Source: an optimization exercise on an open RTL-to-GDS flow (aim: small area). Production flows keep margins and buffers that such runs may drop.
RTL that was checked went through simulation tests only; none was proved equivalent to the original.

Setup of gamma:
## pjon_tx
module pjon_tx (
    input  wire        clk,
    input  wire        rst_n,           
    input  wire        start,
    input  wire        cfg_shared,
    input  wire        cfg_sender_info,
    input  wire        cfg_ack_request,
    input  wire        cfg_crc32,
    input  wire        tx_explicit,
    input  wire [15:0] tx_header,
    input  wire [7:0]  tx_dest,
    input  wire [31:0] tx_bus,
    input  wire [7:0]  device_id,
    input  wire [31:0] bus_id,
    input  wire [15:0] pay_len,
    input  wire        pay_valid,
    input  wire [7:0]  pay_data,
    output wire        pay_ready,
    output wire        out_valid,
    output wire [7:0]  out_data,
    output wire        out_last,
    input  wire        out_ready,
    input  wire        err_clr,
    output reg         busy,
    output reg         done,
    output wire [2:0]  result_code,
    output wire [31:0] result,
    output reg  [15:0] final_hdr,
    output wire [31:0] err_ctx,
    output reg         ev_error
);
export LEC_CHECK = 0
export CAP_MARGIN = 20
export CORE_MARGIN = 2
export CORE_UTILIZATION = 40
export SLEW_MARGIN = 20
create_clock -name core_clock -period 12.0 [get_ports {clk}]
standard.sh (not shown) runs the stock make flow with config.mk's settings and CLKGATE_MAP_FILE= SYNTH_SCRIPT=/design/flow/synth_recipe.tcl, a recipe that flattens the netlist after the stock synthesis.
==> flow/flow/run.sh <==
#!/bin/bash
# Standard layout with five changes:
#  - ABC maps the logic with an area-oriented script (flow/area.abc);
#  - adders are left to ABC (no ADDER_MAP_FILE half/full adder cells);
#  - one tie cell drives all constant outputs (no tie fanout repair);
#  - the port buffers use the smallest buffer cell;
#  - CTS uses clkbuf_8 and adds no dummy loads.
set -euo pipefail
W=$(pwd)
export AREA_ABC_SCRIPT=$W/flow/area.abc
export FLOW_SYNTH_TCL=$W/synth_recipe.tcl
export ADDER_MAP_FILE=
export SKIP_REPAIR_TIE_FANOUT=1
export BUFFER_PORTS_ARGS="-buffer_cell sky130_fd_sc_hd__buf_1"
export CTS_ARGS="-sink_clustering_enable -repair_clock_nets -dont_use_dummy_load -buf_list {sky130_fd_sc_hd__clkbuf_8}"
sed "s#SYNTH_SCRIPT=[^ ]*#SYNTH_SCRIPT=$W/flow/synth_wrap.tcl#" standard.sh > area_standard.sh
bash area_standard.sh > standard.log 2>&1
==> flow/flow/area.abc <==
strash
dch
amap
strash
dch -f
amap -F 20 -A 30
strash
dch -f
amap -F 20 -A 30
strash
dch -f
amap -F 20 -A 30
strash
&get -n
&deepsyn -T 90
&put
strash
dch -f
amap -F 20 -A 30
strash
dch -f
amap -F 20 -A 30
strash
dch -f
amap -F 20 -A 30
strash
dch -f
amap -F 20 -A 30
==> flow/flow/synth_wrap.tcl <==
# The standard synthesis (synth_recipe.tcl), with ABC's standard-cell
# mapping run from an area-oriented script instead of ORFS's speed script.
# ABC maps only the combinational logic: the registers are the same.
proc abc {args} {
  set i [lsearch -exact $args -script]
  if {$i >= 0} { lset args [expr {$i + 1}] $::env(AREA_ABC_SCRIPT) }
  yosys abc {*}$args
}
source $::env(FLOW_SYNTH_TCL)
gamma | stages: all done | timing, DRC, antenna: all pass
Modified inputs, beta compared to gamma
diff --git a/flow/design.v b/flow/design.v
--- a/flow/design.v
+++ b/flow/design.v
@@ -64,23 +64,23 @@
     genvar gi;
     generate for (gi = 0; gi < 5; gi = gi + 1) begin : g_c1
         assign c1[gi+1] = (pay_len[gi] & o1[gi]) | (c1[gi] & (pay_len[gi] | o1[gi]));
     end endgenerate
     wire        esc    = (|pay_len[15:8]) | (&pay_len[7:5] & c1[5]);
     wire [15:0] h2     = {h1[15:7], h1[6] | esc, h1[5] | esc, h1[4:0]};
     wire [4:0]  o2     = esc ? ({1'b0, ob} + 5'd5) : o1;
     wire [5:0]  a2     = {1'b0, pay_len[4:0]} + {1'b0, o2};
     wire [16:0] total2 = {{1'b0, pay_len[15:5]} + {11'd0, a2[5]}, a2[4:0]};
     wire too_long  = (|pay_len[15:10]) | (&pay_len[9:5] & a2[5] & (|a2[4:0]));
     wire too_short = (pay_len == 16'd0) & ~h1[7] & ~h1[6] & ~h1[5] & ~h1[1] & ~h1[0];
-    localparam [2:0] G_H = 3'd1, G_T = 3'd2, G_S = 3'd3, G_C = 3'd0, G_M = 3'd4;
+    localparam [2:0] G_H = 3'd0, G_T = 3'd1, G_S = 3'd3, G_C = 3'd2, G_M = 3'd4;
     localparam [4:0] S_HLO  = {G_H, 2'd0}, S_HHI = {G_H, 2'd1}, S_LHI = {G_H, 2'd2}, S_LLO = {G_H, 2'd3};
     localparam [4:0] S_TB0  = {G_T, 2'd0}, S_TB3 = {G_T, 2'd3};
     localparam [4:0] S_SB0  = {G_S, 2'd0}, S_SB3 = {G_S, 2'd3};
     localparam [4:0] S_C0   = {G_C, 2'd0}, S_C3  = {G_C, 2'd3};
     localparam [4:0] S_DEST = {G_M, 2'd0}, S_DEV = {G_M, 2'd1}, S_PAY = {G_M, 2'd2};
     reg  [4:0]  st;
     reg  [9:0]  pc;          
     reg  [10:0] tot;         
     reg  [31:0] txb;
     reg  [31:0] bid;
     reg  [7:0]  dev;
Findings:
Comparing beta and gamma, first-pass GRT wire length is lower on gamma. Relative to gamma, the finished layout cell area measured on beta has increased slightly. | number of instances in the synthesized netlist | beta vs gamma | 6 lower |. The horizontal die dimension on beta is in line with that on gamma. Looking at total wire length after detailed routing across both flows, beta is the weaker of the two, with gamma ahead. Termination of the worst setup path: res_q[5] -> beta, res_q[10] -> gamma. Global-route track usage on met1 on beta is up relative to gamma.
Only the layout flow was run in beta; the RTL was not checked for function there.

## port drivers added, routing unchanged
In the flow no input, the clock included, has a driving cell. The finished layouts below were timed again as built, in two steps. Step 1 assumes that a clkbuf_16 drives the clock port and a buf_2 every other input. Step 2, shift: input delay + t, output delay - t, t = (earliest + latest rising clock arrival at the registers) / 2. This alone moves slack from input paths to output paths. Three values: ideal, step 1, step 2; two values: the first two.
| run | t, ns | setup slack, ns | worst hold slack (ns) |
|---|---|---|---|
| gamma | 0.487 | 3.172 / 3.179 / 2.692 | 0.478 / 0.478 / 0.478 |
| beta | 0.487 | 3.722 / 3.737 / 3.250 | 0.462 / 0.462 / 0.462 |
After both steps every run listed still meets setup and hold. For gamma, which loses most, drivers alone change the setup slack by +0.007 ns; drivers and shift together by -0.480 ns.
